Source: an optimization exercise on an open RTL-to-GDS flow (aim: small area, a short achievable clock period and few clock cycles). Production flows keep margins and buffers that such runs may drop.
RTL that was checked went through simulation tests only; none was proved equivalent to the original.
The RTL of runs 1 and 4 to 6 was laid out without a check of its function.
Power is estimated from default activity; no workload was simulated.

File: flow/config.mk
export PLATFORM = sky130hd
export DESIGN_NAME = pcm_cfgderive
export DESIGN_NICKNAME = pcm_cfgderive
export VERILOG_FILES = /design/flow/design.v
export SDC_FILE = /design/flow/constraint.sdc
export NUM_CORES = 4
export LEC_CHECK = 0
export CAP_MARGIN = 20
export CORE_MARGIN = 2
export CORE_UTILIZATION = 40
export SLEW_MARGIN = 20
File: flow/constraint.sdc
create_clock -name core_clock -period 10.0 [get_ports {clk}]
set_input_delay 2.0000 -clock core_clock [delete_from_list [all_inputs] [get_ports {clk}]]
set_output_delay 2.0000 -clock core_clock [all_outputs]
set_load 0.01 [all_outputs]
File: flow/design.v
module pcm_cfgderive (
    input  wire        clk,
    input  wire        rst,           
    input  wire        start,
    output wire        ready,
    input  wire [7:0]  cfg,           
    input  wire [31:0] rate,
    input  wire [31:0] chunk,
    output reg         done,
    output wire [3:0]  result,        
    output wire [31:0] desc,          
    output wire [31:0] period,        
    output wire [31:0] chunk_eff      
);
    localparam [21:0] C2M = 22'd2000000;
    reg         run;         
    reg  [19:0] r_rate;
    reg  [19:0] rem;
    reg  [20:0] qm;          
    reg  [1:0]  dd;          
    reg         r_exact;     
    reg  [2:0]  r_res;
    reg         d_w8, d_w16, d_sgn, d_ord;
    reg  [12:0] r_ce;
    assign ready = !run;
    wire accept = start && !run;
    wire       w8     = (cfg[4:0] == 5'd8);
    wire       w16    = (cfg[4:0] == 5'd16);
    wire       bad_w  = !(w8 || w16);
    wire       bad_s  = (cfg[6:5] == 2'd3);
    wire       bad_r  = (rate == 32'd0);
    wire       bad_c  = (|chunk[31:13]) || (chunk[12] && (|chunk[11:0]));
    wire       ok     = !(bad_w || bad_s || bad_r || bad_c);
    wire       big    = |rate[31:20];     
    wire [2:0] res_in = bad_w ? 3'd1 : bad_s ? 3'd2 : bad_r ? 3'd3 : bad_c ? 3'd4 : 3'd0;
    wire       sgn    = cfg[6] ? 1'b1 : cfg[5] ? 1'b0 : w16;
    wire       exact  = (rate == 32'd128)   || (rate == 32'd640)   || (rate == 32'd3200) ||
                        (rate == 32'd16000) || (rate == 32'd80000) || (rate == 32'd400000);
    wire        c_small = ~|chunk[12:7];
    wire [11:0] c_half  = chunk[12:1] + {11'd0, chunk[0]};
    wire [12:0] c_up    = w16 ? {c_half, 1'b0} : chunk[12:0];
    wire [12:0] ce_in   = c_small ? 13'd128 : c_up;
    reg  [20:0] mark0;
    reg  [19:0] rem0;
    reg  [1:0]  dd0;
    integer i;
    always @* begin
        mark0 = 21'd0;
        rem0  = 20'd0;
        dd0   = 2'd0;
        for (i = 0; i < 20; i = i + 1) begin
            if (rate[i] && !(|(rate[19:0] >> (i + 1)))) begin
                mark0[i + (i & 1)] = 1'b1;
                rem0 = rem0 | (C2M >> (22 - (i + (i & 1))));
                dd0  = dd0 | {C2M[21 - (i + (i & 1))], C2M[20 - (i + (i & 1))]};
            end
        end
    end
    reg  [1:0]  dd_nx;
    reg         above;
    always @* begin
        dd_nx = 2'd0;
        above = 1'b0;
        for (i = 20; i >= 0; i = i - 1) begin
            if (qm[i] && !above && (i % 2 == 0) && i <= 18)
                dd_nx = {C2M[19 - i], C2M[18 - i]};
            above = above | qm[i];
        end
    end
    wire [22:0] x   = {3'b000, rem, dd};
    wire [22:0] r1  = {3'b000, r_rate};
    wire [22:0] r2  = {2'b00, r_rate, 1'b0};
    wire [22:0] r3   = r1 + r2;
    wire [22:0] sub1 = x - r1;
    wire [22:0] sub2 = x - r2;
    wire [22:0] sub3 = x - r3;
    wire        ge1 = !sub1[22];
    wire        ge2 = !sub2[22];
    wire        ge3 = !sub3[22];
    wire        qb1 = ge2;
    wire        qb2 = ge3 | (ge1 & !ge2);
    wire [19:0] rem2 = ge3 ? sub3[19:0] : ge2 ? sub2[19:0] : ge1 ? sub1[19:0] : x[19:0];
    wire        fin   = qm[20];
    wire        rnd   = qb2 && !r_exact;
    wire [18:0] hi_p1 = qm[18:0] + 19'd1;
    wire [18:0] hi_nx = (fin && ge3 && !r_exact) ? hi_p1 : qm[18:0];
    always @(posedge clk) begin
        if (run) begin
            rem <= rem2;
            qm  <= {hi_nx, fin ? qb1 ^ rnd : qb1, qb2};
            dd  <= dd_nx;
        end else begin
            r_rate <= rate[19:0];
            rem    <= rem0;
            qm     <= big ? 21'd2 : mark0;
            r_exact <= exact;
            dd     <= dd0;
            r_res  <= res_in;
            d_w8   <= ok && w8;
            d_w16  <= ok && w16;
            d_sgn  <= ok && sgn;
            d_ord  <= ok && cfg[7];
            r_ce   <= ce_in;
        end
    end
    always @(posedge clk) begin
        if (rst) begin
            run  <= 1'b0;
            done <= 1'b0;
        end else if (run) begin
            run  <= !qm[20];
            done <= qm[20];
        end else begin
            run  <= accept && ok && !big;
            done <= accept && !(ok && !big);
        end
    end
    wire d_ok = d_w8 | d_w16;
    assign result    = {1'b0, r_res};
    assign desc      = {7'd0, d_w8, 7'd0, d_ok, 12'd0, d_ord, d_sgn, d_w16, d_w8};
    assign period    = {12'd0, qm[20:1] & {20{d_ok}}};
    assign chunk_eff = {19'd0, r_ce & {13{d_ok}}};
endmodule
File: flow/flow/run.sh
#!/bin/bash
# Layout flow: the standard ORFS flow (standard.sh) with its standard
# synthesis, changed only in how the layout is optimised:
#  - port buffers of sky130_fd_sc_hd__buf_1 instead of the resizer's pick,
#  - a clock tree of clkbuf_4/clkbuf_8 buffers without dummy loads,
#  - repair_timing aiming at a setup margin of MARGIN ns.
# The make run's full output goes to standard.log in this folder; ORFS's
# per-step logs stay under orfs/logs.
set -uo pipefail
MARGIN=6
export BUFFER_PORTS_ARGS="-buffer_cell sky130_fd_sc_hd__buf_1"
export CTS_ARGS="-sink_clustering_enable -repair_clock_nets -buf_list {sky130_fd_sc_hd__clkbuf_4 sky130_fd_sc_hd__clkbuf_8} -dont_use_dummy_load"
bash standard.sh SETUP_SLACK_MARGIN=$MARGIN SKIP_REPAIR_TIE_FANOUT=1 finish > standard.log 2>&1
File: flow/standard.sh
#!/bin/bash
# synth_recipe.tcl (not shown) runs the flow's synth.tcl, then flattens the netlist and writes it again
# the make line also repeats each setting of config.mk as NAME=value (left out here)
make -C /OpenROAD-flow-scripts/flow DESIGN_CONFIG=/design/flow/config.mk WORK_HOME=/design/flow/orfs CLKGATE_MAP_FILE= SYNTH_SCRIPT=/design/flow/synth_recipe.tcl "${@:-finish}"
==> results of run 1 <==
## state kept, by name, indices dropped and copies added (netlist names)
register and flops:
r_rate 20, d_ord 1, rem 20, r_ce 13, done 1, qm 21, dd 2, d_sgn 1
run 1, d_w16 1, r_res 3, r_exact 1, d_w8 1
## logic make-up after synthesis
logic type,after synthesis
and+or+nand+nor,358
AOI/OAI and AO/OA,249
buffers and inverters,129
adders and majority gates,88
DFF,86
xor gates and xnor gates,65
muxes,8
other,1
## cells in the mapped netlist (4+ instances only)
cell	count
nor2_1	86
nand2_1	76
a21oi_1	70
ha_1	67
buf_4	65
o21ai_0	60
dfxtp_1	45
inv_1	42
nor2b_1	42
edfxtp_1	41
xor2_1	37
nor3_1	28
xnor2_1	28
nand4_1	23
fa_1	21
nand3_1	18
nor4_1	16
a21o_1	14
clkbuf_1	14
a31oi_1	13
o21a_1	13
nand2b_1	11
or3_1	11
and3_1	10
o211ai_1	7
o22ai_1	6
o31a_1	6
or2_2	6
a211oi_1	5
and2_1	5
buf_2	5
or4_1	5
a221o_1	4
mux2_2	4
## critical path: stages
cell	delay (ns)
buf_1	0.33
nor3_4	0.40
nand4_1	0.25
nor4_1	0.71
nor3_1	0.20
a31oi_1	0.19
o21a_1	0.14
## path summary, 6_finish.rpt
path | to | cells after the start
setup / recovery | rem[2]$_DFF_P_ | 7
hold / removal | qm[15]$_SDFF_PN0_ | 2
setup reg to reg | rem[9]$_DFF_P_ | 12
hold reg to reg | qm[15]$_SDFF_PN0_ | 2
## final cells by class
cell class | instances | area, sq um | area share, %
Multi-Input combinational cell | 769 | 5470 | 62.8
Sequential cell | 86 | 2130 | 24.5
Timing Repair Buffer | 124 | 488 | 5.61
Tap cell | 270 | 338 | 3.88
Inverter | 42 | 158 | 1.81
Clock buffer | 9 | 124 | 1.42
## timing repair
item                                    in CTS  in global routing
gates resized for setup                      2                 11
cloned                                       0                  0
endpoints found under the setup margin      36                 30
pin swaps                                    0                  1
buffers inserted                             0                  3
hold buffers                                 0                  0
## layer usage
| layer | vias to the layer above | part of all wire (%) | global-route usage (%) | routed length, um |
|---|---|---|---|---|
| met5 | - | 0 | 0 | 0 |
| li1 | 3595 | - | - | - |
| met2 | 199 | 50 | 38.2 | 11600 |
| met1 | 3476 | 44 | 27.2 | 10200 |
| met3 | 25 | 4.9 | 2.93 | 1140 |
| met4 | 0 | 1.7 | 5.52 | 389 |
## power by group
group / leakage (nW) / total [W] / internal [W] / switching [W]
sequential: 0.811 / 0.000387 / 0.000379 / 0.00000857
combinational: 2.45 / 0.000357 / 0.000142 / 0.000215
clock: 0.0647 / 0.000196 / 0.0000808 / 0.000115
total: 3.33 / 0.000941 / 0.000602 / 0.000339
## cells in the final DEF, fill, tap and decap left out, types with 16 or more instances in the layout
cell type and count:
buf_1 118, nor2_1 84, nand2_1 74, a21oi_1 69
ha_1 67, o21ai_0 60, dfxtp_1 45, nor2b_1 42
inv_1 41, edfxtp_1 41, xor2_1 37, xnor2_1 28
nor3_1 27, nand4_1 23, fa_1 21, nand3_1 18
nor4_1 16
## stage by stage
stage	hold WS, ns	setup slack (ns)
after global placement	0.497	5.72
after floorplan	0.469	6.37
final	0.513	6.07
after detailed placement	0.505	5.60
after global routing	0.551	6.00
after CTS	0.522	6.04
==> summary.txt, run 1 <==
Setup path
  • CP Launch Type: input pin
  • Worst path required time: 10.29 ns
  • Flop-to-flop setup slack: 6.22 ns
  • Max FO, Critical Path: 12
  • Critical Path Source: rate[19]
  • Critical Path AT: 4.22 ns
  • Reg-to-Reg Start: r_rate[7]$_DFFE_PN_
  • Critical path class: in2reg
  • Critical Path End Type: flip-flop

STA
  • Final Max Slew Viols: 0
  • Setup_tns: 0 ns
  • Max-slew headroom: 29.6%
  • Crit share post-route: 39.3%
  • Worst clock skew: 0.0208 ns
  • Crit path time final: 3.93 ns
  • RSZ-0062 raised after global routing: no
  • Tightest Pin Transition: 1.06 ns
  • Final Hold Vio Count: 0
  • Setup violators final: 0
  • Fmax: 254 MHz

Clock tree
  • Clock latency at the later pin of the worst-skew pair: 0.36 ns
  • Root Buffer: clkbuf_8
  • # H-tree levels: 3
  • CTS tree: done
  • Clock buffer depth: 2
  • Clock buffer count from CTS: 9
  • Clock-pin slew on the worst setup and hold paths: 0.08 ns
  • Clock sink count: 86

Synthesis
  • Synth unique cells: 82
  • Largest family of logic cells by synthesized area: simple AND/OR/NAND/NOR gates
  • XOR/XNOR share of the synthesized area: 6.86%
  • Synth Area in Adders: 15.2%
  • Post-synth EDFFs: 41
  • Mux contribution to synthesized area: 1.09%
  • Register bit total from synthesis: 86
  • Top cell type by total area after synthesis: edfxtp_1
  • Yosys warns: 1
  • Area contributors post-synth: edfxtp_1 (15%), dfxtp_1 (11%), ha_1 (10%)
  • Yosys top cell area share: 14.8%
  • Post-synthesis simple-gate area fraction: 22.2%
  • Synthesized instance count: 984
  • Prevailing post-synth register cell: dfxtp_1
  • Post-Syn Area: 8300 sq um
  • Register area share after synthesis: 25.7%
  • Syn Area/Cell: 8.43 sq um
  • Compound-Gate Fraction of Synth Area: 19.7%
  • Synth async-reset ratio: 0%

Power
  • Maximum vdd drop: 0.0000464 V
  • Pwr Total: 0.000941 W
  • Pwr dens: 108 nW/um^2
  • Leakage: 3.33 nW

Route
  • First-iteration detailed-routing DRC count: 473
  • Via density: 5.61
  • Final antenna-violating net count: 0
  • Drt wl/cell: 18.0 um
  • Total number of vias: 7295
  • Wirelength, routed: 23300 um
  • DRT Pass-1 Iters: 5
  • Post-route DRC: 0

Floorplanning
  • FP Rows: 52
  • IO Count: 177
  • Die Span X: 148 um
  • Die ar.: 21900 sq um
  • Core area: 20300 sq um
  • Chip height: 148 um
  • Initial Util: 40.9%

Placed design
  • Dpl hpwl: 18300 um
  • Placed instance area: 8500 sq um
  • Placed cells: 1288
  • I/O Buffers: 118
  • Gpl congestion: 0.849

Run
  • Number of max-cap violations: 0

GRT
  • Total track usage: 21.4%
  • Total grt overflow: 0
  • Largest net degree at the start of global routing: 71
  • First-pass GRT wire length: 37100 um
  • Initial antenna violation count: 0
  • Vias in the first global route: 7057

Hold path
  • HP Start: qm[13]$_SDFF_PN0_
  • HP Class: reg2reg

Finish
  • Antenna cells: 0
  • Final core occ: 42.9%
  • Number of fill cells: 2115
  • Fin cells: 1300
  • Final instance area: 8710 sq um
  • Layout area overhead: 4.95%
  • Fin nets: 1195
  • Layout cells sized above 1: 5.44%

Status
  • Status: finished clean
==> run 2, diff against run 1 <==
--- a/flow/design.v
+++ b/flow/design.v
@@ -39,4 +39,3 @@
     wire        c_small = ~|chunk[12:7];
-    wire [11:0] c_half  = chunk[12:1] + {11'd0, chunk[0]};
-    wire [12:0] c_up    = w16 ? {c_half, 1'b0} : chunk[12:0];
+    wire [12:0] c_up    = chunk[12:0] + {12'd0, w16 && chunk[0]};
     wire [12:0] ce_in   = c_small ? 13'd128 : c_up;
--- a/flow/flow/run.sh
+++ b/flow/flow/run.sh
@@ -9,3 +9,3 @@
 set -uo pipefail
-MARGIN=6
+MARGIN=6.2
 export BUFFER_PORTS_ARGS="-buffer_cell sky130_fd_sc_hd__buf_1"
==> summary.txt, run 2 <==
Status
  • Status: finished clean (unchanged)

Finish
  • Top reg by flops: qm (unchanged)
  • Most common cell after layout, fill and taps aside: buf_1 (unchanged)
  • Number of fill cells: 2076 (was 2115)
  • Antenna cells: 0 (unchanged)
  • Fin nets: 1210 (was 1195)
  • Layout cells sized above 1: 6.02% (was 5.44%)
  • Largest registers: qm x21, r_rate x20, rem x20 (unchanged)
  • Layout area overhead: 7.15% (was 4.95%)
  • Max reg flops: 21 (unchanged)
  • Most frequent cells in the layout: buf_1 (118), nor2_1 (90), nand2_1 (73) (was buf_1 (118), nor2_1 (84), nand2_1 (74))
  • Fin cells: 1317 (was 1300)

Floorplanning
  • Core area: 20200 sq um (was 20300 sq um)
  • Chip height: 147 um (was 148 um)
  • Die ar.: 21700 sq um (was 21900 sq um)
  • IO Count: 177 (unchanged)
  • Initial Util: 40.6% (was 40.9%)
  • Die Span X: 147 um (was 148 um)
  • FP Rows: 52 (unchanged)

Route
  • First-iteration detailed-routing DRC count: 436 (was 473)
  • Post-route DRC: 0 (unchanged)
  • Wirelength, routed: 24100 um (was 23300 um)
  • DRT Pass-1 Iters: 4 (was 5)
  • Via density: 5.61 (about the same)
  • Final antenna-violating net count: 0 (unchanged)
  • Drt wl/cell: 18.3 um (was 18.0 um)
  • Total number of vias: 7392 (was 7295)

Setup path
  • Buffers & Inverters on Critical Path: 2 (was 1)
  • Reg-to-Reg Start: r_rate[12]$_DFFE_PN_ (was r_rate[7]$_DFFE_PN_)
  • RR Endpoint: rem[6]$_DFF_P_ (was rem[9]$_DFF_P_)
  • CP peak stage delay: 0.48 ns (was 0.71 ns)
  • Critical path class: reg2reg (was in2reg)
  • Top delay family on crit path: compound AO/OA/AOI/OAI gates (was simple AND/OR/NAND/NOR gates)
  • Critical-path cell list: inv_1, fa_1, ha_1, a21o_1, nor2_1, nand4_1, a221o_2, a221oi_4, buf_6, nand3_4, a211o_1, and3_1 (was buf_1, nor3_4, nand4_1, nor4_1, nor3_1, a31oi_1, o21a_1)
  • CP max stage cell: a221o_2 (was nor4_1)
  • Critical Path AT: 4.00 ns (was 4.22 ns)
  • Critical Path End Type: flip-flop (unchanged)
  • Max FO, Critical Path: 8 (was 12)
  • CP Launch Type: flip-flop (was input pin)
  • Flop-to-flop setup slack: 6.26 ns (was 6.22 ns)
  • Worst path required time: 10.26 ns (was 10.29 ns)
  • Worst R2R Path Depth: 12 (unchanged)

Power
  • Maximum vdd drop: 0.0000542 V (was 0.0000464 V)
  • Pwr dens: 110 nW/um^2 (was 108 nW/um^2)
  • Leakage: 3.33 nW (about the same)

STA
  • Crit path time final: 3.74 ns (was 3.93 ns)
  • Min Hold Slack: 0.527 ns (was 0.513 ns)
  • RSZ-0062 raised after global routing: yes (was no)
  • Setup_tns: 0 ns (unchanged)
  • Tightest Pin Transition: 0.846 ns (was 1.06 ns)
  • Final Hold Vio Count: 0 (unchanged)
  • Worst clock skew: 0.0275 ns (was 0.0208 ns)
  • Max-slew headroom: 43.6% (was 29.6%)
  • Setup violators final: 0 (unchanged)
  • Crit share post-route: 37.4% (was 39.3%)
  • Fmax: 267 MHz (was 254 MHz)
  • Final Max Slew Viols: 0 (unchanged)

Clock tree
  • Clock latency at the later pin of the worst-skew pair: 0.38 ns (was 0.36 ns)
  • Clock-pin slew on the worst setup and hold paths: 0.09 ns (was 0.08 ns)
  • Clock sink count: 86 (unchanged)
  • Root Buffer: clkbuf_8 (unchanged)
  • Clock buffer depth: 2 (unchanged)
  • Hold_buf cts: 0 (unchanged)
  • # H-tree levels: 3 (unchanged)
  • CTS tree: done (unchanged)
  • Clock buffer count from CTS: 9 (unchanged)

Synthesis
  • Yosys top cell area share: 15.0% (was 14.8%)
  • Prevailing post-synth register cell: dfxtp_1 (unchanged)
  • Yosys warns: 1 (unchanged)
  • Register area share after synthesis: 25.9% (was 25.7%)
  • Commonest cells in the netlist: nor2_1 (94), nand2_1 (74), a21oi_1 (69), buf_4 (65), ha_1 (65) (was nor2_1 (86), nand2_1 (76), a21oi_1 (70), ha_1 (67), buf_4 (65))
  • Register bit total from synthesis: 86 (unchanged)
  • Most common cell in the netlist: nor2_1 (unchanged)
  • Top cell type by total area after synthesis: edfxtp_1 (unchanged)
  • Syn Area/Cell: 8.30 sq um (was 8.43 sq um)
  • Area contributors post-synth: edfxtp_1 (15%), dfxtp_1 (11%), ha_1 (9.9%) (was edfxtp_1 (15%), dfxtp_1 (11%), ha_1 (10%))
  • Post-synth EDFFs: 41 (unchanged)
  • Synth async-reset ratio: 0% (unchanged)
  • Synthesized instance count: 990 (was 984)
  • Post-Syn Area: 8220 sq um (was 8300 sq um)
  • Synth unique cells: 69 (was 82)

Hold path
  • HP Start: dd[0]$_DFF_P_ (was qm[13]$_SDFF_PN0_)
  • Hold Path Stages: 1 (was 2)
  • HP Class: reg2reg (unchanged)
  • Hold path endpoint: rem[0]$_DFF_P_ (was qm[15]$_SDFF_PN0_)

GRT
  • Initial antenna violation count: 0 (unchanged)
  • Largest net degree at the start of global routing: 67 (was 71)
  • Vias in the first global route: 7067 (was 7057)
  • Total track usage: 21.6% (was 21.4%)
  • First-pass GRT wire length: 37100 um (about the same)
  • Total grt overflow: 0 (unchanged)

Placed design
  • Placed cells: 1295 (was 1288)
  • Gpl congestion: 0.951 (was 0.849)
  • I/O Buffers: 118 (unchanged)
  • Dpl hpwl: 18400 um (was 18300 um)

Run
  • Number of max-cap violations: 0 (unchanged)
==> run 2: cell families (layout without fill, tap and decap cells) <==
kind of cell             Yosys count  count (layout)  synth area share (%)
other                              1               1                0.0456
flip-flops                        86              86                  25.9
XOR/XNOR                          66              66                  7.03
buffers and inverters            135             190                  9.25
multiplexers                       7               7                 0.883
AND/OR/NAND/NOR                  383             384                  23.5
adder cells (fa/ha/maj)           86              86                  15.0
AO/OA/AOI/OAI                    226             227                  18.4
==> run 2: final cells by class <==
type                            count  area (sq um)  share of cell area (%)
Multi-Input combinational cell    771          5460                    62.0
Inverter                           48           180                    2.05
Tap cell                          270           338                    3.83
Timing Repair Buffer              133           572                    6.49
Clock buffer                        9           124                    1.41
Sequential cell                    86          2130                    24.2
==> run 2: per-layer routing <==
layer | GRT usage, % | vias to the layer above | share of wire (%)
li1 | - | 3630 | -
met4 | 7.60 | 0 | 2.8
met2 | 39.3 | 237 | 50
met5 | 0 | - | 0
met3 | 3.42 | 46 | 5.0
met1 | 25.8 | 3479 | 42
==> run 2: worst max path at each step <==
stage	slack [ns]	from	depth (start not counted)	end
after global routing	6.14	r_rate[12]$_DFFE_PN_	13	rem[6]$_DFF_P_
final	6.26	r_rate[12]$_DFFE_PN_	12	rem[6]$_DFF_P_
after floorplan	6.34	run$_SDFF_PP0_	4	ready
after CTS	6.17	r_rate[1]$_DFFE_PN_	13	rem[6]$_DFF_P_
after global placement	5.79	r_rate[1]$_DFFE_PN_	13	rem[6]$_DFF_P_
after detailed placement	5.73	r_rate[1]$_DFFE_PN_	13	rem[6]$_DFF_P_
==> run 2: metrics by stage <==
step / area [sq um] / worst slack [ns] / power, W / util [%]
6_report: 8810 / 6.26 / 0.000970 / 43.5
5_1_grt: 8810 / 6.14 / 0.00103 / 43.5
3_3_place_gp: 8460 / 5.79 / 0.000741 / 41.8
2_1_floorplan: 8220 / 6.34 / 0.000667 / -
3_5_place_dp: 8460 / 5.73 / 0.000739 / 41.8
4_1_cts: 8620 / 6.17 / 0.000947 / 42.6
==> run 2: power by group <==
group / leakage, nW / total (W) / internal (W) / switching, W
logic: 2.45 / 0.000379 / 0.000149 / 0.000230
clock network: 0.0647 / 0.000204 / 0.0000809 / 0.000123
registers: 0.811 / 0.000387 / 0.000379 / 0.00000836
==> run 2: timing repair <==
action / in CTS / in global routing
gates cloned: 0 / 2
buffers inserted: 1 / 10
setup endpoints to repair: 64 / 67
resized for setup: 6 / 23
pin swaps: 1 / 7
Testbench counts of run 2, summed over its fixed seeds: cycles 6,097.
==> run 3, diff against run 2 <==
--- a/flow/flow/run.sh
+++ b/flow/flow/run.sh
@@ -9,5 +9,5 @@
 set -uo pipefail
-MARGIN=6.2
+MARGIN=6
 export BUFFER_PORTS_ARGS="-buffer_cell sky130_fd_sc_hd__buf_1"
 export CTS_ARGS="-sink_clustering_enable -repair_clock_nets -buf_list {sky130_fd_sc_hd__clkbuf_4 sky130_fd_sc_hd__clkbuf_8} -dont_use_dummy_load"
-bash standard.sh SETUP_SLACK_MARGIN=$MARGIN SKIP_REPAIR_TIE_FANOUT=1 finish > standard.log 2>&1
+bash standard.sh SETUP_SLACK_MARGIN=$MARGIN finish > standard.log 2>&1
==> summary.txt, run 3 <==
Status
  • Status: finished clean (unchanged)

Finish
  • Most frequent cells in the layout: buf_1 (118), nor2_1 (93), nand2_1 (74) (was buf_1 (118), nor2_1 (90), nand2_1 (73))
  • Layout area overhead: 8.07% (was 7.15%)
  • Register area: 2130 sq um (unchanged)
  • Fin cells: 1365 (was 1317)
  • Largest registers: qm x21, r_rate x20, rem x20 (unchanged)
  • Top reg by flops: qm (unchanged)
  • Number of fill cells: 2052 (was 2076)
  • Layout cells sized above 1: 3.65% (was 6.02%)
  • Final core occ: 43.9% (was 43.5%)
  • Antenna cells: 0 (unchanged)
  • Most common cell after layout, fill and taps aside: buf_1 (unchanged)
  • Max reg flops: 21 (unchanged)
  • Fin nets: 1258 (was 1210)
  • Area of the multi-input gates: 5580 sq um (was 5460 sq um)

Route
  • Wirelength, routed: 23500 um (was 24100 um)
  • Final antenna-violating net count: 0 (unchanged)
  • Via density: 5.39 (was 5.61)
  • First-iteration detailed-routing DRC count: 438 (was 436)
  • Total number of vias: 7361 (was 7392)
  • Post-route DRC: 0 (unchanged)
  • DRT Pass-1 Iters: 5 (was 4)
  • Drt wl/cell: 17.2 um (was 18.3 um)

Synthesis
  • Yosys warns: 1 (unchanged)
  • Register bit total from synthesis: 86 (unchanged)
  • Post-synth EDFFs: 41 (unchanged)
  • Most common cell in the netlist: nor2_1 (unchanged)
  • Register area share after synthesis: 25.9% (unchanged)
  • Synth unique cells: 69 (unchanged)
  • Syn Area/Cell: 8.30 sq um (unchanged)
  • Synthesized instance count: 990 (unchanged)
  • Top cell type by total area after synthesis: edfxtp_1 (unchanged)
  • Commonest cells in the netlist: nor2_1 (94), nand2_1 (74), a21oi_1 (69), buf_4 (65), ha_1 (65) (unchanged)
  • Post-Syn Area: 8220 sq um (unchanged)
  • Synth async-reset ratio: 0% (unchanged)
  • Area contributors post-synth: edfxtp_1 (15%), dfxtp_1 (11%), ha_1 (9.9%) (unchanged)
  • Yosys top cell area share: 15.0% (unchanged)
  • Prevailing post-synth register cell: dfxtp_1 (unchanged)

GRT
  • Total grt overflow: 0 (unchanged)
  • Largest net degree at the start of global routing: 67 (unchanged)
  • Met3 usage: 2.95% (was 3.42%)
  • Initial antenna violation count: 1 (was 0)
  • Met2 usage: 38.6% (was 39.3%)
  • Vias in the first global route: 7013 (was 7067)
  • First-pass GRT wire length: 36600 um (was 37100 um)
  • Grt peak-use layer: met2 (unchanged)
  • GR Util met1: 26.3% (was 25.8%)
  • Total track usage: 21.3% (was 21.6%)

Floorplanning
  • Core area: 20200 sq um (unchanged)
  • IO Count: 177 (unchanged)
  • Chip height: 147 um (unchanged)
  • Die Span X: 147 um (unchanged)
  • Initial Util: 40.6% (unchanged)
  • FP Rows: 52 (unchanged)
  • Die ar.: 21700 sq um (unchanged)

Placed design
  • Dpl hpwl: 18400 um (about the same)
  • Placed cells: 1353 (was 1295)
  • I/O Buffers: 118 (unchanged)
  • Gpl congestion: 0.865 (was 0.951)

STA
  • RSZ-0062 raised after global routing: yes (unchanged)
  • Worst clock skew: 0.0220 ns (was 0.0275 ns)
  • Final Hold Vio Count: 0 (unchanged)
  • Crit share post-route: 38.5% (was 37.4%)
  • Setup violators final: 0 (unchanged)
  • Fmax: 260 MHz (was 267 MHz)
  • Setup_tns: 0 ns (unchanged)
  • Final Max Slew Viols: 0 (unchanged)
  • Tightest Pin Transition: 0.884 ns (was 0.846 ns)
  • Max-slew headroom: 41.1% (was 43.6%)
  • Min Hold Slack: 0.520 ns (was 0.527 ns)
  • Crit path time final: 3.85 ns (was 3.74 ns)

Clock tree
  • Clock buffer depth: 2 (unchanged)
  • CTS tree: done (unchanged)
  • # H-tree levels: 3 (unchanged)
  • Clock sink count: 86 (unchanged)
  • Hold_buf cts: 0 (unchanged)
  • Root Buffer: clkbuf_8 (unchanged)
  • Clock buffer count from CTS: 9 (unchanged)
  • Clock-pin slew on the worst setup and hold paths: 0.08 ns (was 0.09 ns)
  • Clock latency at the later pin of the worst-skew pair: 0.38 ns (about the same)

Setup path
  • Worst path required time: 10.23 ns (was 10.26 ns)
  • CP max stage cell: fa_1 (was a221o_2)
  • Critical-path cell list: inv_1, fa_1, ha_1, nand2b_1, a21oi_1, o2111ai_2, nand4_1, a221o_1, a221oi_4, buf_12, nand2_1, nor2_1, a211oi_1 (was inv_1, fa_1, ha_1, a21o_1, nor2_1, nand4_1, a221o_2, a221oi_4, buf_6, nand3_4, a211o_1, and3_1)
  • CP Launch Type: flip-flop (unchanged)
  • Reg-to-Reg Start: r_rate[1]$_DFFE_PN_ (was r_rate[12]$_DFFE_PN_)
  • Critical Path AT: 4.08 ns (was 4.00 ns)
  • Max FO, Critical Path: 14 (was 8)
  • Critical Path End Type: flip-flop (unchanged)
  • Buffers & Inverters on Critical Path: 2 (unchanged)
  • RR Endpoint: rem[4]$_DFF_P_ (was rem[6]$_DFF_P_)
  • Worst R2R Path Depth: 13 (was 12)
  • Critical path class: reg2reg (unchanged)
  • Flop-to-flop setup slack: 6.15 ns (was 6.26 ns)
  • Top delay family on crit path: compound AO/OA/AOI/OAI gates (unchanged)
  • CP peak stage delay: 0.44 ns (was 0.48 ns)
  • Worst path depth: 13 (was 12)

Hold path
  • HP Start: dd[0]$_DFF_P_ (unchanged)
  • Hold path endpoint: rem[0]$_DFF_P_ (unchanged)
  • HP Class: reg2reg (unchanged)
  • Hold Path Stages: 1 (unchanged)

Power
  • Leakage: 3.47 nW (was 3.33 nW)
  • Pwr dens: 107 nW/um^2 (was 110 nW/um^2)
  • Maximum vdd drop: 0.0000623 V (was 0.0000542 V)

Run
  • Number of max-cap violations: 0 (unchanged)
[run 3: changes by cell type in the layout (fill, tap and decap cells not counted), sizes merged]
cell / previous run / this run
clkbuf: 9 / 10
nor2: 95 / 94
a221o: 3 / 2
buf: 133 / 125
conb: 1 / 58
[run 3: power breakdown]
group | internal (W) | switching (W)
Clock | 0.0000808 | 0.000121
Combinational | 0.000142 | 0.000221
Sequential | 0.000379 | 0.00000771
[run 3: worst max path at each step]
stage	startpoint	endpoint	slack, ns
CTS	r_rate[0]$_DFFE_PN_	rem[5]$_DFF_P_	6.01
floorplan	run$_SDFF_PP0_	ready	6.34
finish	r_rate[1]$_DFFE_PN_	rem[4]$_DFF_P_	6.15
detailed placement	r_rate[1]$_DFFE_PN_	qm[12]$_DFF_P_	5.80
global placement	r_rate[1]$_DFFE_PN_	qm[14]$_DFF_P_	5.86
global route	r_rate[3]$_DFFE_PN_	rem[6]$_DFF_P_	5.99
[run 3: worst register-to-register path: cells and delay by family, from the launching register on]
family / cells / cell delay, ns
adders and majority gates: 2 / 0.79
AOI/OAI and AO/OA: 5 / 1.31
buffers and inverters: 2 / 0.35
DFF: 1 / 0.42
and+or+nand+nor: 4 / 0.85
[run 3: timing repair]
action	4_1_cts	5_1_grt
hold endpoints to repair	0	0
endpoints found under the setup margin	9	23
pin swaps	0	2
gates cloned	0	1
gates resized for setup	2	9
buffers inserted	0	2
[run 3: stage by stage]
stage | setup WS [ns] | instance area [sq um] | power (W)
4_1_cts | 6.01 | 8810 | 0.000940
6_report | 6.15 | 8880 | 0.000951
3_3_place_gp | 5.86 | 8680 | 0.000736
2_1_floorplan | 6.34 | 8440 | 0.000667
3_5_place_dp | 5.80 | 8680 | 0.000737
5_1_grt | 5.99 | 8880 | 0.00101
[run 3: logic make-up after synthesis]
group	count (synthesis)	share of synthesized area, %
buffers and inverters	135	9.25
other	1	0.0456
and+or+nand+nor	383	23.5
muxes	7	0.883
xor gates and xnor gates	66	7.03
DFF	86	25.9
adders and majority gates	86	15.0
AOI/OAI and AO/OA	226	18.4
[run 3: area by class of cell]
class                   instances  share of cell area, %
clock buffers                   9                   1.39
inverters                      48                   2.03
multi-input cells             826                   62.8
flip-flops and latches         86                   24.0
well taps                     270                   3.80
repair buffers                126                   6.00
[run 3: routing by layer]
layer | share of wire (%) | vias to the layer above
li1 | - | 3670
met1 | 43 | 3442
met2 | 50 | 223
met3 | 5.1 | 24
met4 | 1.5 | 2
met5 | 0.055 | -
==> run 4, diff against run 3 <==
--- a/flow/design.v
+++ b/flow/design.v
@@ -84,3 +84,3 @@
     wire [18:0] hi_p1 = qm[18:0] + 19'd1;
-    wire [18:0] hi_nx = (fin && ge3 && !r_exact) ? hi_p1 : qm[18:0];
+    wire [18:0] hi_nx = (fin && ge3) ? hi_p1 : qm[18:0];
     always @(posedge clk) begin
--- a/flow/flow/run.sh
+++ b/flow/flow/run.sh
@@ -9,5 +9,5 @@
 set -uo pipefail
-MARGIN=6
+MARGIN=6.2
 export BUFFER_PORTS_ARGS="-buffer_cell sky130_fd_sc_hd__buf_1"
 export CTS_ARGS="-sink_clustering_enable -repair_clock_nets -buf_list {sky130_fd_sc_hd__clkbuf_4 sky130_fd_sc_hd__clkbuf_8} -dont_use_dummy_load"
-bash standard.sh SETUP_SLACK_MARGIN=$MARGIN finish > standard.log 2>&1
+bash standard.sh SETUP_SLACK_MARGIN=$MARGIN SKIP_REPAIR_TIE_FANOUT=1 finish > standard.log 2>&1
--- a/flow/config.mk
+++ b/flow/config.mk
@@ -9,3 +9,3 @@
 export CORE_MARGIN = 2
-export CORE_UTILIZATION = 40
+export CORE_UTILIZATION = 60
 export SLEW_MARGIN = 20
==> summary.txt, run 4 <==
Status
  • Status: finished clean (unchanged)

Finish
  • Layout cells sized above 1: 8.53% (was 3.65%)
  • Antenna cells: 0 (unchanged)
  • Most frequent cells in the layout: buf_1 (115), nor2_1 (73), ha_1 (65) (was buf_1 (118), nor2_1 (93), nand2_1 (74))
  • Top reg by flops: qm (unchanged)
  • Final core occ: 65.6% (was 43.9%)
  • Largest registers: qm x21, r_rate x20, rem x20 (unchanged)
  • Max reg flops: 21 (unchanged)
  • Most common cell after layout, fill and taps aside: buf_1 (unchanged)
  • Fin nets: 1171 (was 1258)
  • Number of fill cells: 1174 (was 2052)
  • Layout area overhead: 7.06% (was 8.07%)

STA
  • RSZ-0062 raised after global routing: yes (unchanged)
  • Final WS setup: 6.17 ns (was 6.15 ns)
  • Crit share post-route: 38.3% (was 38.5%)
  • Tightest Pin Transition: 0.812 ns (was 0.884 ns)
  • Crit path time final: 3.83 ns (was 3.85 ns)
  • Setup_tns: 0 ns (unchanged)
  • Max-slew headroom: 45.8% (was 41.1%)
  • Fmax: 261 MHz (was 260 MHz)
  • Final Hold Vio Count: 0 (unchanged)
  • Final Max Slew Viols: 0 (unchanged)
  • Worst clock skew: 0.0181 ns (was 0.0220 ns)
  • Setup violators final: 0 (unchanged)

Hold path
  • HP Start: qm[13]$_SDFF_PN0_ (was dd[0]$_DFF_P_)
  • Hold Path Stages: 2 (was 1)
  • Hold path endpoint: qm[15]$_SDFF_PN0_ (was rem[0]$_DFF_P_)
  • HP Class: reg2reg (unchanged)

GRT
  • Largest net degree at the start of global routing: 64 (was 67)
  • Total grt overflow: 0 (unchanged)
  • Vias in the first global route: 6749 (was 7013)
  • First-pass GRT wire length: 34500 um (was 36600 um)
  • Initial antenna violation count: 0 (was 1)
  • Total track usage: 30.2% (was 21.3%)

Power
  • Pint: 0.000603 W (was 0.000602 W)
  • Seq pwr share: 41.9% (was 40.6%)
  • Power share of the combinational group: 37.4% (was 38.2%)
  • Pwr dens: 107 nW/um^2 (about the same)
  • Sw Share: 34.7% (was 36.7%)
  • Clock share of power: 20.8% (was 21.2%)
  • Leakage: 3.40 nW (was 3.47 nW)
  • Maximum vdd drop: 0.0000925 V (was 0.0000623 V)
  • Switching Power: 0.000321 W (was 0.000349 W)

Clock tree
  • CTS tree: done (unchanged)
  • Clock buffer depth: 2 (unchanged)
  • Root Buffer: clkbuf_8 (unchanged)
  • Clock buffer count from CTS: 9 (unchanged)
  • Clock-pin slew on the worst setup and hold paths: 0.08 ns (about the same)
  • Clock latency at the later pin of the worst-skew pair: 0.36 ns (was 0.38 ns)
  • # H-tree levels: 3 (unchanged)
  • Clock sink count: 86 (unchanged)

Setup path
  • Flop-to-flop setup slack: 6.40 ns (was 6.15 ns)
  • Critical Path End Type: flip-flop (unchanged)
  • Critical path class: in2reg (was reg2reg)
  • Worst path required time: 10.25 ns (was 10.23 ns)
  • CP Launch Type: input pin (was flip-flop)
  • RR Endpoint: rem[14]$_DFF_P_ (was rem[4]$_DFF_P_)
  • Max FO, Critical Path: 3 (was 14)
  • Worst R2R Path Depth: 12 (was 13)
  • Reg-to-Reg Start: r_rate[0]$_DFFE_PN_ (was r_rate[1]$_DFFE_PN_)
  • Critical Path AT: 4.08 ns (about the same)

Synthesis
  • Syn Area/Cell: 8.61 sq um (was 8.30 sq um)
  • Post-Syn Area: 8080 sq um (was 8220 sq um)
  • Register area share after synthesis: 26.4% (was 25.9%)
  • Synth unique cells: 74 (was 69)
  • Synthesized instance count: 939 (was 990)
  • Yosys top cell area share: 15.2% (was 15.0%)
  • Commonest cells in the netlist: nor2_1 (80), a21oi_1 (65), buf_4 (65), ha_1 (65), nand2_1 (65) (was nor2_1 (94), nand2_1 (74), a21oi_1 (69), buf_4 (65), ha_1 (65))
  • Register bit total from synthesis: 86 (unchanged)
  • Post-synth EDFFs: 41 (unchanged)
  • Prevailing post-synth register cell: dfxtp_1 (unchanged)
  • Top cell type by total area after synthesis: edfxtp_1 (unchanged)
  • Area contributors post-synth: edfxtp_1 (15%), dfxtp_1 (11%), ha_1 (10%) (was edfxtp_1 (15%), dfxtp_1 (11%), ha_1 (9.9%))
  • Synth async-reset ratio: 0% (unchanged)
  • Most common cell in the netlist: nor2_1 (unchanged)
  • Yosys warns: 1 (unchanged)

Route
  • Highest Signal Layer: met4 (was met5)
  • Met1 WL: 9430 um (was 10100 um)
  • Via density: 6.03 (was 5.39)
  • Wire length on met2: 10400 um (was 11800 um)
  • Drt wl/cell: 18.2 um (was 17.2 um)
  • Total number of vias: 7139 (was 7361)
  • Final antenna-violating net count: 0 (unchanged)
  • Wirelength, routed: 21600 um (was 23500 um)
  • Post-route DRC: 0 (unchanged)
  • DRT Pass-1 Iters: 5 (unchanged)
  • Met3 routed WL: 1380 um (was 1200 um)
  • First-iteration detailed-routing DRC count: 497 (was 438)

Floorplanning
  • IO Count: 177 (unchanged)
  • FP Rows: 42 (was 52)
  • Initial Util: 61.3% (was 40.6%)
  • Die ar.: 14400 sq um (was 21700 sq um)
  • Die Span X: 120 um (was 147 um)
  • Core area: 13200 sq um (was 20200 sq um)
  • Chip height: 120 um (was 147 um)

Placed design
  • I/O Buffers: 118 (unchanged)
  • Setup WS pre-CTS: 5.61 ns (was 5.80 ns)
  • Dpl hpwl: 16800 um (was 18400 um)
  • Gpl congestion: 0.892 (was 0.865)

Run
  • Number of max-cap violations: 0 (unchanged)
[run 4: cell types whose count changed after synthesis, moves of 6 or more]
cell | before | now
nor3_1 | 44 | 19
xor2_1 | 23 | 29
clkbuf_1 | 18 | 9
mux2_2 | 2 | 8
nand3_1 | 38 | 22
o21ai_0 | 36 | 52
nor2_1 | 94 | 80
a21o_1 | 10 | 16
nand3b_1 | 7 | 1
o211ai_1 | 12 | 5
nand2_1 | 74 | 65
a221oi_1 | 0 | 6
[run 4: critical path, cell delays in order]
cell,delay [ns]
buf_8,0.10
or2_4,0.24
or4_4,0.45
nor4_4,0.30
nand3_2,0.16
buf_6,0.15
nor4_4,0.25
inv_2,0.09
nand2_2,0.07
nor3_2,0.06
a221oi_2,0.22
[run 4: area by class of cell]
cell class,count,area [sq um],share of cell area (%)
Multi-Input combinational cell,724,5350,61.9
Sequential cell,86,2130,24.6
Timing Repair Buffer,139,636,7.35
Tap cell,176,220,2.55
Inverter,50,188,2.17
Clock buffer,9,124,1.43
[run 4: metal layers]
metal | vias up | track usage (%)
met5 | - | 0
met4 | 0 | 6.47
met3 | 23 | 4.75
met2 | 224 | 51.1
met1 | 3429 | 40.7
li1 | 3463 | -
[run 4: stage by stage]
stage	instances	power, W	hold WS (ns)	area [sq um]
after floorplan	939	0.000657	0.470	8100
after global placement	1157	0.000714	0.497	8210
after detailed placement	1157	0.000719	0.506	8210
after CTS	1172	0.000914	0.514	8460
after global routing	1184	0.000977	0.517	8650
final	1184	0.000924	0.506	8650
[run 4: how the worst max path moves through the flow]
| stage | start | to | slack, ns |
|---|---|---|---|
| after floorplan | rate[18] | d_w8$_DFFE_PN_ | 6.16 |
| after global placement | rate[18] | rem[2]$_DFF_P_ | 5.67 |
| after CTS | rate[17] | d_w8$_DFFE_PN_ | 6.09 |
| after global routing | rate[17] | rem[2]$_DFF_P_ | 6.08 |
| after detailed placement | r_rate[1]$_DFFE_PN_ | rem[19]$_SDFF_PN0_ | 5.61 |
| final | rate[17] | rem[2]$_DFF_P_ | 6.17 |
[run 4: repair_timing]
action	CTS	global route
setup buffers	6	11
setup endpoints to repair	80	64
gates resized for setup	18	28
hold buffers	0	0
cloned	0	1
pin swaps	9	11
[run 4: power groups by stage]
stage | Combinational (W) | Sequential, W | Clock, W
2_1_floorplan | 0.000264 | 0.000393 | 0
3_3_place_gp | 0.000319 | 0.000395 | 0
3_5_place_dp | 0.000324 | 0.000395 | 0
4_1_cts | 0.000331 | 0.000387 | 0.000195
5_1_grt | 0.000380 | 0.000389 | 0.000209
6_report | 0.000345 | 0.000387 | 0.000192
[run 4: kinds of logic (layout without fill, tap and decap cells)]
logic type      after synthesis  in the layout  share of synthesized area [%]
mux                          15             15                           2.04
other cells                   1              1                         0.0464
simple gates                318            319                           20.2
flops                        86             86                           26.4
buf+inv                     130            198                           9.48
fa+ha+maj                    86             86                           15.3
xor+xnor                     69             69                           7.48
compound gates              234            234                           19.2
==> run 5, diff against run 4 <==
--- a/flow/flow/run.sh
+++ b/flow/flow/run.sh
@@ -9,3 +9,3 @@
 set -uo pipefail
-MARGIN=6.2
+MARGIN=6
 export BUFFER_PORTS_ARGS="-buffer_cell sky130_fd_sc_hd__buf_1"
--- a/flow/config.mk
+++ b/flow/config.mk
@@ -9,3 +9,3 @@
 export CORE_MARGIN = 2
-export CORE_UTILIZATION = 60
+export CORE_UTILIZATION = 75
 export SLEW_MARGIN = 20
==> summary.txt, run 5 <==
Clock tree
  • Clock sink count: 86 (unchanged)
  • Clock buffer depth: 2 (unchanged)
  • # H-tree levels: 3 (unchanged)
  • Clock-pin slew on the worst setup and hold paths: 0.07 ns (was 0.08 ns)
  • Root Buffer: clkbuf_8 (unchanged)
  • CTS tree: done (unchanged)
  • Clock buffer count from CTS: 9 (unchanged)
  • Clock latency at the later pin of the worst-skew pair: 0.36 ns (about the same)

Synthesis
  • Synthesized instance count: 939 (unchanged)
  • Area contributors post-synth: edfxtp_1 (15%), dfxtp_1 (11%), ha_1 (10%) (unchanged)
  • Syn Area/Cell: 8.61 sq um (unchanged)
  • Register bit total from synthesis: 86 (unchanged)
  • Prevailing post-synth register cell: dfxtp_1 (unchanged)
  • Register area share after synthesis: 26.4% (unchanged)
  • Post-Syn Area: 8080 sq um (unchanged)
  • Top cell type by total area after synthesis: edfxtp_1 (unchanged)
  • Commonest cells in the netlist: nor2_1 (80), a21oi_1 (65), buf_4 (65), ha_1 (65), nand2_1 (65) (unchanged)
  • Most common cell in the netlist: nor2_1 (unchanged)
  • Synth async-reset ratio: 0% (unchanged)
  • Yosys warns: 1 (unchanged)
  • Post-synth EDFFs: 41 (unchanged)
  • Yosys top cell area share: 15.2% (unchanged)
  • Synth unique cells: 74 (unchanged)

GRT
  • Vias in the first global route: 7202 (was 6749)
  • Largest net degree at the start of global routing: 65 (was 64)
  • Total grt overflow: 0 (unchanged)
  • First-pass GRT wire length: 34500 um (about the same)
  • Total track usage: 37.4% (was 30.2%)
  • Initial antenna violation count: 0 (unchanged)

Finish
  • Max reg flops: 21 (unchanged)
  • Top reg by flops: qm (unchanged)
  • Fin nets: 1162 (was 1171)
  • Largest registers: qm x21, r_rate x20, rem x20 (unchanged)
  • Fin cells: 1135 (was 1184)
  • Layout area overhead: 4.29% (was 7.06%)
  • Most frequent cells in the layout: buf_1 (116), nor2_1 (76), nand2_1 (65), ha_1 (65), a21oi_1 (64) (was buf_1 (115), nor2_1 (73), ha_1 (65))
  • Layout cells sized above 1: 5.91% (was 8.53%)
  • Most common cell after layout, fill and taps aside: buf_1 (unchanged)
  • Antenna cells: 0 (unchanged)
  • Number of fill cells: 701 (was 1174)

STA
  • Crit path time final: 3.92 ns (was 3.83 ns)
  • Setup_tns: 0 ns (unchanged)
  • Worst clock skew: 0.0222 ns (was 0.0181 ns)
  • Final Hold Vio Count: 0 (unchanged)
  • Min Hold Slack: 0.517 ns (was 0.506 ns)
  • Tightest Pin Transition: 0.775 ns (was 0.812 ns)
  • Max-slew headroom: 48.0% (was 45.8%)
  • RSZ-0062 raised after global routing: yes (unchanged)
  • Fmax: 255 MHz (was 261 MHz)
  • Setup violators final: 0 (unchanged)
  • Crit share post-route: 39.2% (was 38.3%)
  • Final Max Slew Viols: 0 (unchanged)

Power
  • Pwr dens: 110 nW/um^2 (was 107 nW/um^2)
  • Power share of the combinational group: 37.1% (was 37.4%)
  • Maximum vdd drop: 0.0000859 V (was 0.0000925 V)
  • Pwr Total: 0.000925 W (was 0.000924 W)
  • Seq pwr share: 41.9% (about the same)
  • Switching Power: 0.000324 W (was 0.000321 W)
  • Sw Share: 35.0% (was 34.7%)
  • Leakage: 3.33 nW (was 3.40 nW)
  • Pint: 0.000601 W (was 0.000603 W)
  • Clock share of power: 21.0% (was 20.8%)

Route
  • Total number of vias: 7396 (was 7139)
  • Via density: 6.52 (was 6.03)
  • Met3 routed WL: 1820 um (was 1380 um)
  • Final antenna-violating net count: 0 (unchanged)
  • Drt wl/cell: 18.9 um (was 18.2 um)
  • Met1 WL: 8400 um (was 9430 um)
  • Wire length on met2: 10400 um (about the same)
  • Highest Signal Layer: met4 (unchanged)
  • Wirelength, routed: 21500 um (was 21600 um)
  • DRT Pass-1 Iters: 7 (was 5)
  • Post-route DRC: 0 (unchanged)
  • First-iteration detailed-routing DRC count: 822 (was 497)

Setup path
  • Reg-to-Reg Start: r_rate[1]$_DFFE_PN_ (was r_rate[0]$_DFFE_PN_)
  • Critical-path cell list: buf_8, or2_4, or4_4, nor4_4, nand3_2, nor4_4, a21oi_2, nand4_1, o211ai_1, a21oi_1 (was buf_8, or2_4, or4_4, nor4_4, nand3_2, buf_6, nor4_4, inv_2, nand2_2, nor3_2, a221oi_2)
  • CP most frequent cell: nor4_4 (unchanged)
  • Top delay family on crit path: simple AND/OR/NAND/NOR gates (unchanged)
  • Worst path required time: 10.29 ns (was 10.25 ns)
  • Buffers & Inverters on Critical Path: 1 (was 3)
  • Worst R2R Path Depth: 12 (unchanged)
  • Critical Path AT: 4.22 ns (was 4.08 ns)
  • CP Launch Type: input pin (unchanged)
  • Max FO, Critical Path: 6 (was 3)
  • RR Endpoint: rem[19]$_SDFF_PN0_ (was rem[14]$_DFF_P_)
  • Worst path depth: 10 (was 11)
  • Critical Path End Type: flip-flop (unchanged)
  • CP max stage cell: or4_4 (unchanged)
  • CP peak stage delay: 0.50 ns (was 0.45 ns)
  • Critical path class: in2reg (unchanged)
  • Flop-to-flop setup slack: 6.19 ns (was 6.40 ns)

Placed design
  • Placed cells: 1118 (was 1157)
  • I/O Buffers: 118 (unchanged)
  • Gpl congestion: 0.937 (was 0.892)
  • Dpl hpwl: 16900 um (was 16800 um)

Floorplanning
  • IO Count: 177 (unchanged)
  • Chip height: 108 um (was 120 um)
  • Die Span X: 108 um (was 120 um)
  • FP Rows: 37 (was 42)
  • Core area: 10400 sq um (was 13200 sq um)
  • Initial Util: 77.6% (was 61.3%)
  • Die ar.: 11600 sq um (was 14400 sq um)

Hold path
  • Hold Path Stages: 2 (unchanged)
  • HP Start: qm[13]$_SDFF_PN0_ (unchanged)
  • HP Class: reg2reg (unchanged)
  • Hold path endpoint: qm[15]$_SDFF_PN0_ (unchanged)

Status
  • Status: finished clean (unchanged)

Run
  • Number of max-cap violations: 0 (unchanged)
-- run 5: changes by cell type in the layout (fill, tap and decap cells not counted), moves of 3 or more --
cell | previous run | this run
buf_4 | 18 | 12
nor2_1 | 73 | 76
nor3_2 | 3 | 0
nor2_4 | 3 | 0
nor3_1 | 16 | 19
-- run 5: power by group through the flow --
stage / sequential (W) / combinational [W] / clock (W)
global route: 0.000389 / 0.000373 / 0.000207
detailed placement: 0.000395 / 0.000323 / 0
global placement: 0.000395 / 0.000311 / 0
floorplan: 0.000393 / 0.000264 / 0
CTS: 0.000387 / 0.000326 / 0.000194
finish: 0.000387 / 0.000344 / 0.000194
-- run 5: repair_timing --
action,4_1_cts,5_1_grt
setup buffers,0,8
hold buffers,0,0
resized for setup,3,16
pin swaps,0,9
endpoints found under the setup margin,39,27
-- run 5: layout make-up --
cell class	instances	area (sq um)	area share (%)
multi-input cells	723	5240	62.2
well taps	136	170	2.02
clock buffers	9	124	1.47
repair buffers	131	572	6.78
inverters	50	188	2.23
flip-flops and latches	86	2130	25.3
-- run 5: logic make-up (layout without fill, tap and decap cells) --
family	after synthesis	count (layout)	synth area share (%)
flip-flops	86	86	26.4
buffers and inverters	130	190	9.48
multiplexers	15	15	2.04
adder cells (fa/ha/maj)	86	86	15.3
AO/OA/AOI/OAI	234	234	19.2
other	1	1	0.0464
AND/OR/NAND/NOR	318	318	20.2
XOR/XNOR	69	69	7.48
-- run 5: worst max-delay path by stage --
stage	start	end	slack, ns
floorplan	rate[18]	d_w8$_DFFE_PN_	6.09
global placement	rate[18]	d_w8$_DFFE_PN_	5.67
detailed placement	rate[18]	done$_SDFF_PP0_	5.55
CTS	rate[18]	done$_SDFF_PP0_	6.00
global route	rate[17]	done$_SDFF_PP0_	5.96
finish	rate[17]	done$_SDFF_PP0_	6.08
-- run 5: worst reg2reg max path: cells and delay by family (launching register included) --
| family | cells | cell delay, ns |
|---|---|---|
| adders and majority gates | 2 | 0.78 |
| and+or+nand+nor | 3 | 0.71 |
| buffers and inverters | 1 | 0.17 |
| DFF | 1 | 0.49 |
| AOI/OAI and AO/OA | 6 | 1.61 |
-- run 5: through the flow --
stage / util (%) / setup WS [ns] / area, sq um
after floorplan: - / 6.09 / 8090
after global placement: 78.4 / 5.67 / 8170
after detailed placement: 78.4 / 5.55 / 8170
after CTS: 79.8 / 6.00 / 8310
after global routing: 80.9 / 5.96 / 8430
final: 80.9 / 6.08 / 8430
-- run 5: metal layers --
metal  GRT usage [%]  vias up
met5               0        -
met1            45.6     3487
met4            15.5        0
met2            64.0      394
li1                -     3439
met3            7.81       76
==> run 6, diff against run 5 <==
--- a/flow/flow/run.sh
+++ b/flow/flow/run.sh
@@ -9,3 +9,3 @@
 set -uo pipefail
-MARGIN=6
+MARGIN=6.2
 export BUFFER_PORTS_ARGS="-buffer_cell sky130_fd_sc_hd__buf_1"
--- a/flow/config.mk
+++ b/flow/config.mk
@@ -9,3 +9,3 @@
 export CORE_MARGIN = 2
-export CORE_UTILIZATION = 75
+export CORE_UTILIZATION = 50
 export SLEW_MARGIN = 20
==> summary.txt, run 6 <==
Clock tree
  • Hold_buf cts: 0 (unchanged)
  • Root Buffer: clkbuf_8 (unchanged)
  • Clock buffer depth: 2 (unchanged)
  • Clock sink count: 86 (unchanged)
  • Clock latency at the later pin of the worst-skew pair: 0.37 ns (was 0.36 ns)
  • Clock buffer count from CTS: 9 (unchanged)
  • Clock-pin slew on the worst setup and hold paths: 0.08 ns (was 0.07 ns)
  • # H-tree levels: 3 (unchanged)
  • CTS tree: done (unchanged)

Finish
  • Largest registers: qm x21, r_rate x20, rem x20 (unchanged)
  • Top reg by flops: qm (unchanged)
  • Most frequent cells in the layout: buf_1 (115), nor2_1 (73), ha_1 (65) (was buf_1 (116), nor2_1 (76), nand2_1 (65), ha_1 (65), a21oi_1 (64))
  • Antenna cells: 0 (unchanged)
  • Most common cell after layout, fill and taps aside: buf_1 (unchanged)
  • Max reg flops: 21 (unchanged)
  • Fin nets: 1173 (was 1162)
  • Number of fill cells: 1542 (was 701)
  • Final instance area: 8760 sq um (was 8430 sq um)
  • Layout cells sized above 1: 9.11% (was 5.91%)
  • Fin cells: 1226 (was 1135)
  • Layout area overhead: 8.42% (was 4.29%)

Synthesis
  • Most common cell in the netlist: nor2_1 (unchanged)
  • Post-synth EDFFs: 41 (unchanged)
  • Yosys warns: 1 (unchanged)
  • Synth async-reset ratio: 0% (unchanged)
  • Post-Syn Area: 8080 sq um (unchanged)
  • Yosys top cell area share: 15.2% (unchanged)
  • Synthesized instance count: 939 (unchanged)
  • Register area share after synthesis: 26.4% (unchanged)
  • Register bit total from synthesis: 86 (unchanged)
  • Top cell type by total area after synthesis: edfxtp_1 (unchanged)
  • Prevailing post-synth register cell: dfxtp_1 (unchanged)
  • Commonest cells in the netlist: nor2_1 (80), a21oi_1 (65), buf_4 (65), ha_1 (65), nand2_1 (65) (unchanged)
  • Area contributors post-synth: edfxtp_1 (15%), dfxtp_1 (11%), ha_1 (10%) (unchanged)
  • Syn Area/Cell: 8.61 sq um (unchanged)
  • Synth unique cells: 74 (unchanged)

Placed design
  • Placed cells: 1198 (was 1118)
  • I/O Buffers: 118 (unchanged)
  • Dpl hpwl: 16300 um (was 16900 um)
  • Placed instance area: 8270 sq um (was 8170 sq um)
  • Gpl congestion: 0.900 (was 0.937)

STA
  • RSZ-0062 raised after global routing: yes (unchanged)
  • Tightest Pin Transition: 0.891 ns (was 0.775 ns)
  • Crit path time final: 3.82 ns (was 3.92 ns)
  • Setup_tns: 0 ns (unchanged)
  • Min Hold Slack: 0.522 ns (was 0.517 ns)
  • Max-slew headroom: 40.1% (was 48.0%)
  • Fmax: 262 MHz (was 255 MHz)
  • Final Hold Vio Count: 0 (unchanged)
  • Worst clock skew: 0.0243 ns (was 0.0222 ns)
  • Setup violators final: 0 (unchanged)
  • Final Max Slew Viols: 0 (unchanged)
  • Crit share post-route: 38.2% (was 39.2%)

GRT
  • First-pass GRT wire length: 33600 um (was 34500 um)
  • Total grt overflow: 0 (unchanged)
  • Vias in the first global route: 6503 (was 7202)
  • Largest net degree at the start of global routing: 64 (was 65)
  • Total track usage: 24.0% (was 37.4%)
  • Initial antenna violation count: 1 (was 0)

Setup path
  • Critical path class: in2reg (unchanged)
  • CP Launch Type: input pin (unchanged)
  • Worst path required time: 10.11 ns (was 10.29 ns)
  • Critical Path AT: 3.93 ns (was 4.22 ns)
  • Max FO, Critical Path: 5 (was 6)
  • Critical Path End Type: flip-flop (unchanged)

Route
  • Final antenna-violating net count: 0 (unchanged)
  • Wirelength, routed: 21100 um (was 21500 um)
  • Post-route DRC: 0 (unchanged)
  • Via density: 5.64 (was 6.52)
  • Highest Signal Layer: met4 (unchanged)
  • Total number of vias: 6909 (was 7396)
  • Drt wl/cell: 17.2 um (was 18.9 um)
  • DRT Pass-1 Iters: 4 (was 7)
  • First-iteration detailed-routing DRC count: 421 (was 822)
  • Wire length on met2: 9490 um (was 10400 um)
  • Met3 routed WL: 1270 um (was 1820 um)
  • Met1 WL: 10100 um (was 8400 um)

Floorplanning
  • Die ar.: 17200 sq um (was 11600 sq um)
  • IO Count: 177 (unchanged)
  • Chip height: 131 um (was 108 um)
  • Die Span X: 131 um (was 108 um)
  • FP Rows: 46 (was 37)
  • Core area: 15800 sq um (was 10400 sq um)
  • Initial Util: 51.1% (was 77.6%)

Power
  • Leakage: 3.41 nW (was 3.33 nW)
  • Pwr dens: 106 nW/um^2 (was 110 nW/um^2)
  • Maximum vdd drop: 0.0000720 V (was 0.0000859 V)

Run
  • Number of max-cap violations: 0 (unchanged)

Status
  • Status: finished clean (unchanged)

Hold path
  • HP Class: reg2reg (unchanged)
-- run 6: cell types whose count changed in the layout (fill, tap and decap cells not counted), moves of 3 or more --
cell     delta
nor3_1      -3
buf_4       +8
a21oi_1     -4
nor2_4      +4
a21oi_2     +4
nor4_1      -3
nor3_2      +3
nor2_1      -3
-- run 6: repair_timing --
item | 4_1_cts | 5_1_grt
resized for setup | 18 | 34
buffers inserted | 8 | 11
pin swaps | 11 | 11
endpoints found under the setup margin | 67 | 54
-- run 6: cell families (layout without fill, tap and decap cells) --
family	Yosys count	in the layout	synth area share, %
AO/OA/AOI/OAI	234	234	19.2
AND/OR/NAND/NOR	318	318	20.2
other	1	1	0.0464
XOR/XNOR	69	69	7.48
multiplexers	15	15	2.04
flip-flops	86	86	26.4
buffers and inverters	130	201	9.48
adder cells (fa/ha/maj)	86	86	15.3
-- run 6: through the flow --
step	util [%]	setup slack (ns)	power [W]
2_1_floorplan	-	6.16	0.000657
3_3_place_gp	52.3	5.60	0.000717
3_5_place_dp	52.3	5.56	0.000713
4_1_cts	53.9	6.11	0.000912
5_1_grt	55.4	6.08	0.000981
6_report	55.4	6.18	0.000929
-- run 6: per-layer routing --
layer | up-vias | GRT usage (%)
met5 | - | 0
met4 | 0 | 5.13
met3 | 19 | 4.17
met2 | 187 | 38.9
met1 | 3234 | 33.7
li1 | 3469 | -
-- run 6: report_power, final --
group | internal, W | total [W] | switching, W | leakage (nW)
Sequential | 0.000379 | 0.000387 | 0.00000806 | 0.811
Combinational | 0.000145 | 0.000342 | 0.000197 | 2.54
Clock | 0.0000809 | 0.000200 | 0.000119 | 0.0647
-- run 6: final timing paths --
kind,startpoint,endpoint,slack (ns),cells after the start
worst max-delay path,rate[17],d_sgn$_DFFE_PN_,6.18,10
worst min-delay path,qm[13]$_SDFF_PN0_,qm[15]$_SDFF_PN0_,0.52,2
worst max register to register,r_rate[11]$_DFFE_PN_,qm[13]$_SDFF_PN0_,6.37,13
worst min register to register,qm[13]$_SDFF_PN0_,qm[15]$_SDFF_PN0_,0.52,2
-- run 6: layout make-up --
cell class	instances	area, sq um	share of cell area [%]
multi-input cells	723	5370	61.3
flip-flops and latches	86	2130	24.3
repair buffers	142	676	7.71
well taps	216	270	3.08
inverters	50	188	2.14
clock buffers	9	124	1.41
-- run 6: worst max-delay path, cell delays in order --
cell and delay [ns]:
buf_8 0.10, or2_4 0.24, or4_4 0.44, nor4_4 0.28, nand3_2 0.16, nor4_4 0.29, a21oi_2 0.07, nand4_1 0.15
buf_6 0.14, nor2_1 0.04
==> run 7, diff against run 6 <==
--- a/flow/design.v
+++ b/flow/design.v
@@ -84,3 +84,3 @@
     wire [18:0] hi_p1 = qm[18:0] + 19'd1;
-    wire [18:0] hi_nx = (fin && ge3) ? hi_p1 : qm[18:0];
+    wire [18:0] hi_nx = (fin && ge3 && !r_exact) ? hi_p1 : qm[18:0];
     always @(posedge clk) begin
--- a/flow/flow/run.sh
+++ b/flow/flow/run.sh
@@ -9,3 +9,3 @@
 set -uo pipefail
-MARGIN=6.2
+MARGIN=6
 export BUFFER_PORTS_ARGS="-buffer_cell sky130_fd_sc_hd__buf_1"
--- a/flow/config.mk
+++ b/flow/config.mk
@@ -9,3 +9,3 @@
 export CORE_MARGIN = 2
-export CORE_UTILIZATION = 50
+export CORE_UTILIZATION = 60
 export SLEW_MARGIN = 20
==> summary.txt, run 7 <==
Synthesis
  • Commonest cells in the netlist: nor2_1 (94), nand2_1 (74), a21oi_1 (69), buf_4 (65), ha_1 (65) (was nor2_1 (80), a21oi_1 (65), buf_4 (65), ha_1 (65), nand2_1 (65))
  • Synthesized instance count: 990 (was 939)
  • Synth unique cells: 69 (was 74)
  • Post-Syn Area: 8220 sq um (was 8080 sq um)
  • Prevailing post-synth register cell: dfxtp_1 (unchanged)
  • Register bit total from synthesis: 86 (unchanged)
  • Syn Area/Cell: 8.30 sq um (was 8.61 sq um)
  • Most common cell in the netlist: nor2_1 (unchanged)
  • Top cell type by total area after synthesis: edfxtp_1 (unchanged)
  • Register area share after synthesis: 25.9% (was 26.4%)
  • Yosys top cell area share: 15.0% (was 15.2%)

Route
  • Post-route DRC: 0 (unchanged)
  • Via density: 6.04 (was 5.64)
  • Drt wl/cell: 17.5 um (was 17.2 um)
  • First-iteration detailed-routing DRC count: 505 (was 421)
  • Highest Signal Layer: met4 (unchanged)
  • Final antenna-violating net count: 0 (unchanged)
  • Met3 routed WL: 1520 um (was 1270 um)
  • Met1 WL: 9720 um (was 10100 um)

Finish
  • Fin nets: 1199 (was 1173)
  • Largest registers: qm x21, r_rate x20, rem x20 (unchanged)
  • Antenna cells: 0 (unchanged)
  • Max reg flops: 21 (unchanged)
  • Layout cells sized above 1: 3.38% (was 9.11%)
  • Fin cells: 1212 (was 1226)
  • Most frequent cells in the layout: buf_1 (118), nor2_1 (93), nand2_1 (73) (was buf_1 (115), nor2_1 (73), ha_1 (65))

Clock tree
  • Clock buffer count from CTS: 9 (unchanged)
  • Clock sink count: 86 (unchanged)
  • CTS tree: done (unchanged)
  • Clock buffer depth: 2 (unchanged)
  • Hold_buf cts: 0 (unchanged)
  • Clock latency at the later pin of the worst-skew pair: 0.36 ns (was 0.37 ns)

Power
  • Leakage: 3.27 nW (was 3.41 nW)
  • Pwr Total: 0.000932 W (was 0.000929 W)
  • Maximum vdd drop: 0.0000644 V (was 0.0000720 V)

Setup path
  • Max FO, Critical Path: 28 (was 5)
  • Worst R2R Path Depth: 13 (unchanged)
  • Critical Path Source: r_rate[3]$_DFFE_PN_ (was rate[17])
  • CP Launch Type: flip-flop (was input pin)
  • Critical Path End Type: flip-flop (unchanged)
  • RR Endpoint: rem[6]$_DFF_P_ (was qm[13]$_SDFF_PN0_)
  • Flop-to-flop setup slack: 6.12 ns (was 6.37 ns)
  • Critical path class: reg2reg (was in2reg)
  • Critical Path AT: 4.12 ns (was 3.93 ns)
  • Reg-to-Reg Start: r_rate[3]$_DFFE_PN_ (was r_rate[11]$_DFFE_PN_)

STA
  • Setup violators final: 0 (unchanged)
  • Crit share post-route: 38.8% (was 38.2%)
  • Setup_tns: 0 ns (unchanged)
  • Worst clock skew: 0.0209 ns (was 0.0243 ns)
  • RSZ-0062 raised after global routing: yes (unchanged)
  • Final Max Slew Viols: 0 (unchanged)
  • Final Hold Vio Count: 0 (unchanged)
  • Min Hold Slack: 0.533 ns (was 0.522 ns)
  • Tightest Pin Transition: 0.794 ns (was 0.891 ns)
  • Crit path time final: 3.88 ns (was 3.82 ns)

Floorplanning
  • IO Count: 177 (unchanged)
  • Die Span X: 121 um (was 131 um)
  • Die ar.: 14700 sq um (was 17200 sq um)
  • Chip height: 121 um (was 131 um)
  • Initial Util: 61.8% (was 51.1%)
  • FP Rows: 42 (was 46)

GRT
  • Total track usage: 29.5% (was 24.0%)
  • Largest net degree at the start of global routing: 65 (was 64)
  • Total grt overflow: 0 (unchanged)
  • Initial antenna violation count: 0 (was 1)
  • Vias in the first global route: 6865 (was 6503)

Hold path
  • Hold path endpoint: rem[0]$_DFF_P_ (was qm[15]$_SDFF_PN0_)
  • HP Class: reg2reg (unchanged)

Status
  • Status: finished clean (unchanged)

Placed design
  • Gpl congestion: 0.947 (was 0.900)
  • Dpl hpwl: 16700 um (was 16300 um)
run 7: critical path: stages (launching register included):
cell and delay [ns]:
edfxtp_1 0.37, inv_1 0.17, fa_1 0.45, ha_1 0.38
o211ai_1 0.21, a21oi_1 0.11, o2111ai_2 0.26, nand4_1 0.16
a221o_1 0.40, a221oi_4 0.35, buf_12 0.22, nand3_4 0.17
a211o_1 0.34, and3_1 0.17
run 7: final cells by class:
class,instances,area (sq um)
sequential,86,2130
tap,176,220
clock buffer,9,124
multi-input combinational,769,5360
inverter,48,180
timing repair buffer,124,500
fill,1246,4780
run 7: per-stage QoR:
step / cell area, sq um / utilization, %
final: 8510 / 64.0
after CTS: 8470 / 63.7
after detailed placement: 8340 / 62.8
after floorplan: 8220 / -
after global placement: 8340 / 62.8
after global routing: 8510 / 64.0
run 7: how the worst max path moves through the flow:
stage                           to  slack (ns)  cells after the start
finish              rem[6]$_DFF_P_        6.12                     13
global route        rem[6]$_DFF_P_        5.95                     13
CTS                 rem[6]$_DFF_P_        6.04                     13
detailed placement  qm[12]$_DFF_P_        5.86                     12
global placement    qm[14]$_DFF_P_        5.96                     12
floorplan                    ready        6.34                      4
run 7: cells by family after synthesis:
group | synth area share (%)
buffers and inverters | 9.25
adder cells (fa/ha/maj) | 15.0
other | 0.0456
AO/OA/AOI/OAI | 18.4
flip-flops | 25.9
multiplexers | 0.883
AND/OR/NAND/NOR | 23.5
XOR/XNOR | 7.03
run 7: report_power, final:
group / internal, W / switching, W
Clock: 0.0000808 / 0.000115
Sequential: 0.000379 / 0.00000834
Combinational: 0.000137 / 0.000212
run 7: layer usage:
layer / vias up / global-route usage (%)
li1: 3618 / -
met1: 3381 / 41.5
met2: 288 / 46.8
met3: 32 / 4.84
met4: 0 / 8.36
met5: - / 0
run 7: timing repair:
item | CTS | global route
resized for setup | 2 | 7
pin swaps | 0 | 0
endpoints found under the setup margin | 37 | 21
buffers inserted | 0 | 1
Testbench counts of run 7, summed over its fixed seeds: cycles 6,097.

Re-timed with assumed drivers on the ports (clkbuf_16 on the clock, buf_2 on other inputs), run 7 has 6.120 ns of setup slack against 6.120 ns with ideal ports, and 5.883 ns once port delays also move by the mid clock arrival of 0.388 ns.
